Background: an optimization exercise with open tools, aiming at small area. Do not read the settings as production practice. At most, simulation tests tie the RTL to the original design; equivalence was not proved. No activity file was given, so power comes from the tool's default toggle rates.

build 24:
## ecb
module ecb (
    input  wire        clk,
    input  wire        rst,         
    input  wire        in_valid,
    input  wire [7:0]  in_data,
    input  wire        in_last,
    output wire        in_ready,
    output reg         done,
    output reg  [3:0]  status,
    output reg  [63:0] rdata
);
For scale: ~1900 cells after synthesis, roughly 600 flip-flops, roughly 82 I/O pins, about 19000 um2 of cells after synthesis.
export LEC_CHECK = 0
export ABC_AREA = 1
export CAP_MARGIN = 20
export CORE_MARGIN = 2
export CORE_UTILIZATION = 40
export SLEW_MARGIN = 20
create_clock -name core_clock -period 10.0 [get_ports {clk}]
standard.sh (not shown) runs the stock make flow with config.mk's settings and CLKGATE_MAP_FILE= SYNTH_SCRIPT=/design/flow/synth_recipe.tcl, a recipe that flattens the netlist after the stock synthesis.
==> flow/flow/run.sh <==
#!/bin/bash
# The standard ORFS layout (the standard.sh) with these changes:
#  - every input and output port is still buffered, with the smallest buffer cell;
#  - clock tree synthesis uses fixed sink clustering and no dummy loads;
set -euo pipefail
export BUFFER_PORTS_ARGS="-buffer_cell sky130_fd_sc_hd__buf_1"
export CTS_ARGS="-sink_clustering_enable -repair_clock_nets -buf_list sky130_fd_sc_hd__clkbuf_8 -sink_clustering_size 18 -sink_clustering_max_diameter 50 -dont_use_dummy_load"
bash standard.sh > standard_flow.log 2>&1
For build 4, these inputs were changed with respect to build 24:
-- flow/flow/run.sh --
<<< build 24, line 7
export CTS_ARGS="-sink_clustering_enable -repair_clock_nets -buf_list sky130_fd_sc_hd__clkbuf_8 -sink_clustering_size 18 -sink_clustering_max_diameter 50 -dont_use_dummy_load"
>>> build 4, line 7
export CTS_ARGS="-sink_clustering_enable -repair_clock_nets -buf_list sky130_fd_sc_hd__clkbuf_16 -sink_clustering_size 30 -sink_clustering_max_diameter 60 -dont_use_dummy_load"
### Flow results
- | non-clock buffer count | build 4 vs build 24 | ≈ equal |
- Build 24 → build 4: area growth from synthesis to final layout picked up an extra 1.0 points; met3 capacity usage during global routing lost 0.67 points.
- Status: maximum level of the CTS H-tree parity (build 24, build 4)
- Clock buffer count (lower): build 4
- Cmp build 4 vs build 24: final cycle utilization of the critical path lower in build 4
- Between build 4 and build 24, it is build 4 whose register-to-register slack is higher, by 0.09 ns.
### build 4 -> build 93
==> flow/flow/run.sh <==
#!/bin/bash
# The standard ORFS layout (the standard.sh) with these changes:
#  - every input and output port is still buffered, with the smallest buffer cell;
#  - clock tree synthesis uses small buffers, fixed sink clustering and no dummy loads.
set -euo pipefail
export BUFFER_PORTS_ARGS="-buffer_cell sky130_fd_sc_hd__buf_1"
export CTS_ARGS="-sink_clustering_enable -repair_clock_nets -buf_list sky130_fd_sc_hd__clkbuf_4 -sink_clustering_size 12 -sink_clustering_max_diameter 45 -dont_use_dummy_load"
bash standard.sh > standard_flow.log 2>&1
Results
Comparing build 4 with build 93, the non-clock buffer count came out essentially unchanged. Going from build 4 to build 93, number of vias after detailed routing grew slightly. Highest clock rate of build 93 falls short of that of build 4 slightly. STATUS power: build 93 wins against build 4. Diff build 4 -> build 93 | wire length the detailed router placed on met1 | down slightly. On build 93: global-route wire length before repair is 1.1 mm higher than what build 4 gave.
#### Input delta (build 86 over build 93)
==> flow/flow/run.sh <==
#!/bin/bash
# The standard ORFS layout (the standard.sh) with these changes:
#  - every input and output port is still buffered, with the smallest buffer cell;
#  - clock tree synthesis uses fixed sink clustering and no dummy loads;
#  - after global routing, cells on paths with slack are downsized (power recovery).
set -euo pipefail
export BUFFER_PORTS_ARGS="-buffer_cell sky130_fd_sc_hd__buf_1"
export CTS_ARGS="-sink_clustering_enable -repair_clock_nets -buf_list sky130_fd_sc_hd__clkbuf_8 -sink_clustering_size 18 -sink_clustering_max_diameter 50 -dont_use_dummy_load"
export RECOVER_POWER=100
bash standard.sh > standard_flow.log 2>&1
Results
- Both conditions hold for build 93: the flow ran to the end and the final layout passed the timing, design-rule and antenna checks.
- Build 86 had finished all stages when the layout checks came back failing, citing capacitance limit, slew limit.
- Relative to build 93, clock period minus worst slack has increased by 0.053 ns in build 86.
- Diff build 93..build 86 | number of buffers added on ports | unchanged
- Compared with build 93, build 86 instantiates a smaller number of standard cells.
- Diff build 93..build 86 | count of endpoints failing hold in the final timing report | negligible
- Per the comparison of build 86 with build 93, fraction of power consumed by combinational cells decreased by 0.7 points relative to the old numbers, post-synthesis share of cell area spent on and, or, nand and nor gates saw little to no change, synthesized-area fraction occupied by adder cells about even, via count decreased by 119 relative to the old numbers.
- Reported combinational group power went down slightly going from build 93 to build 86.
- Compared with build 93, number of global-route vias before repair in build 86 decreased slightly.

========
ecb, a different RTL version from the one above (not shown whole).
For scale: about 2,100 cells after synthesis, ~630 flip-flops, roughly 20,000 um^2 of cells after synthesis.
export LEC_CHECK = 0
export ABC_AREA = 1
export CAP_MARGIN = 20
export CORE_MARGIN = 2
export CORE_UTILIZATION = 40
export CTS_BUF_LIST = sky130_fd_sc_hd__clkbuf_4
export CTS_CLUSTER_DIAMETER = 40
export CTS_CLUSTER_SIZE = 10
export SLEW_MARGIN = 20
create_clock -name core_clock -period 10.0 [get_ports {clk}]
run.sh (not shown) runs the stock make flow with config.mk's settings and CLKGATE_MAP_FILE= SYNTH_SCRIPT=/design/flow/synth_recipe.tcl, a recipe that flattens the netlist after the stock synthesis.
Stock flow here: none of the scripts above is used.
Then changed:
==> flow/flow/run.sh (new file) <==
#!/bin/bash
# The standard ORFS layout (the standard.sh) with two changes:
#  - every input and output port is still buffered, with the smallest buffer cell;
#  - clock tree synthesis uses fixed sink clustering and no dummy loads.
set -euo pipefail
export BUFFER_PORTS_ARGS="-buffer_cell sky130_fd_sc_hd__buf_1"
export CTS_ARGS="-sink_clustering_enable -repair_clock_nets -buf_list sky130_fd_sc_hd__clkbuf_8 -sink_clustering_size 16 -sink_clustering_max_diameter 50 -dont_use_dummy_load"
bash standard.sh > standard_flow.log 2>&1
==> flow/standard.sh (new file) <==
#!/bin/bash
# synth_recipe.tcl (not shown) runs the flow's synth.tcl, then flattens the netlist and writes it again
# the make line also repeats each setting of config.mk as NAME=value (left out here)
make -C /OpenROAD-flow-scripts/flow DESIGN_CONFIG=/design/flow/config.mk WORK_HOME=/design/flow/orfs CLKGATE_MAP_FILE= SYNTH_SCRIPT=/design/flow/synth_recipe.tcl "${@:-finish}"
--- a/flow/config.mk
+++ b/flow/config.mk
@@ -11,5 +11,2 @@
 export CORE_UTILIZATION = 40
-export CTS_BUF_LIST = sky130_fd_sc_hd__clkbuf_4
-export CTS_CLUSTER_DIAMETER = 40
-export CTS_CLUSTER_SIZE = 10
 export SLEW_MARGIN = 20
removed: flow/run.sh
=> The changed run finished with timing, DRC and antenna clean; design area goes down by 2.9%; routed wire length goes up by 0.33%; final cell count goes down by 1.8%; power goes down by 4.8%; utilization goes down by 1.3 points; count of clock-buffer cells in the layout goes down by 33; setup slack loses 0.035 ns; clock power goes down by about 10%.
No run of this note included a check of the RTL's function; only the layout flow was run.

## what the ideal ports hide
The flow's constraints put no driver on any port. The routed layouts listed below were extracted and timed again, unchanged, in two steps. Step 1: set_driving_cell puts a clkbuf_16 on clk and a buf_2 on each other input, an assumption about the parent block. Step 2 times the ports against the registers' clock, not the clock port: input delays grow and output delays shrink by t, the midpoint of the rising clock arrivals with the driver on. Slacks: no drivers / after step 1 / after step 2; pairs: no drivers / after step 1.
run | t (ns) | setup slack, ns | worst hold slack (ns) | pins driven straight from the clock port
build 24 | 0.673 | 3.423 / 3.423 / 3.423 | 0.254 / 0.254 / 0.254 | 1
build 4 | 0.594 | 3.508 / 3.508 / 3.508 | 0.276 / 0.276 / 0.276 | 1
build 93 | 0.829 | 3.450 / 3.450 / 3.450 | 0.267 / 0.267 / 0.267 | 1
build 86 | 0.669 | 3.396 / 3.396 / 3.396 | 0.254 / 0.254 / 0.254 | 1
the first run of note 2 | 0.861 | 3.678 / 3.627 / 3.770 | 0.322 / 0.322 / 0.322 | 1
the second run of note 2 | 0.652 | 3.643 / 3.643 / 3.643 | 0.272 / 0.272 / 0.272 | 1
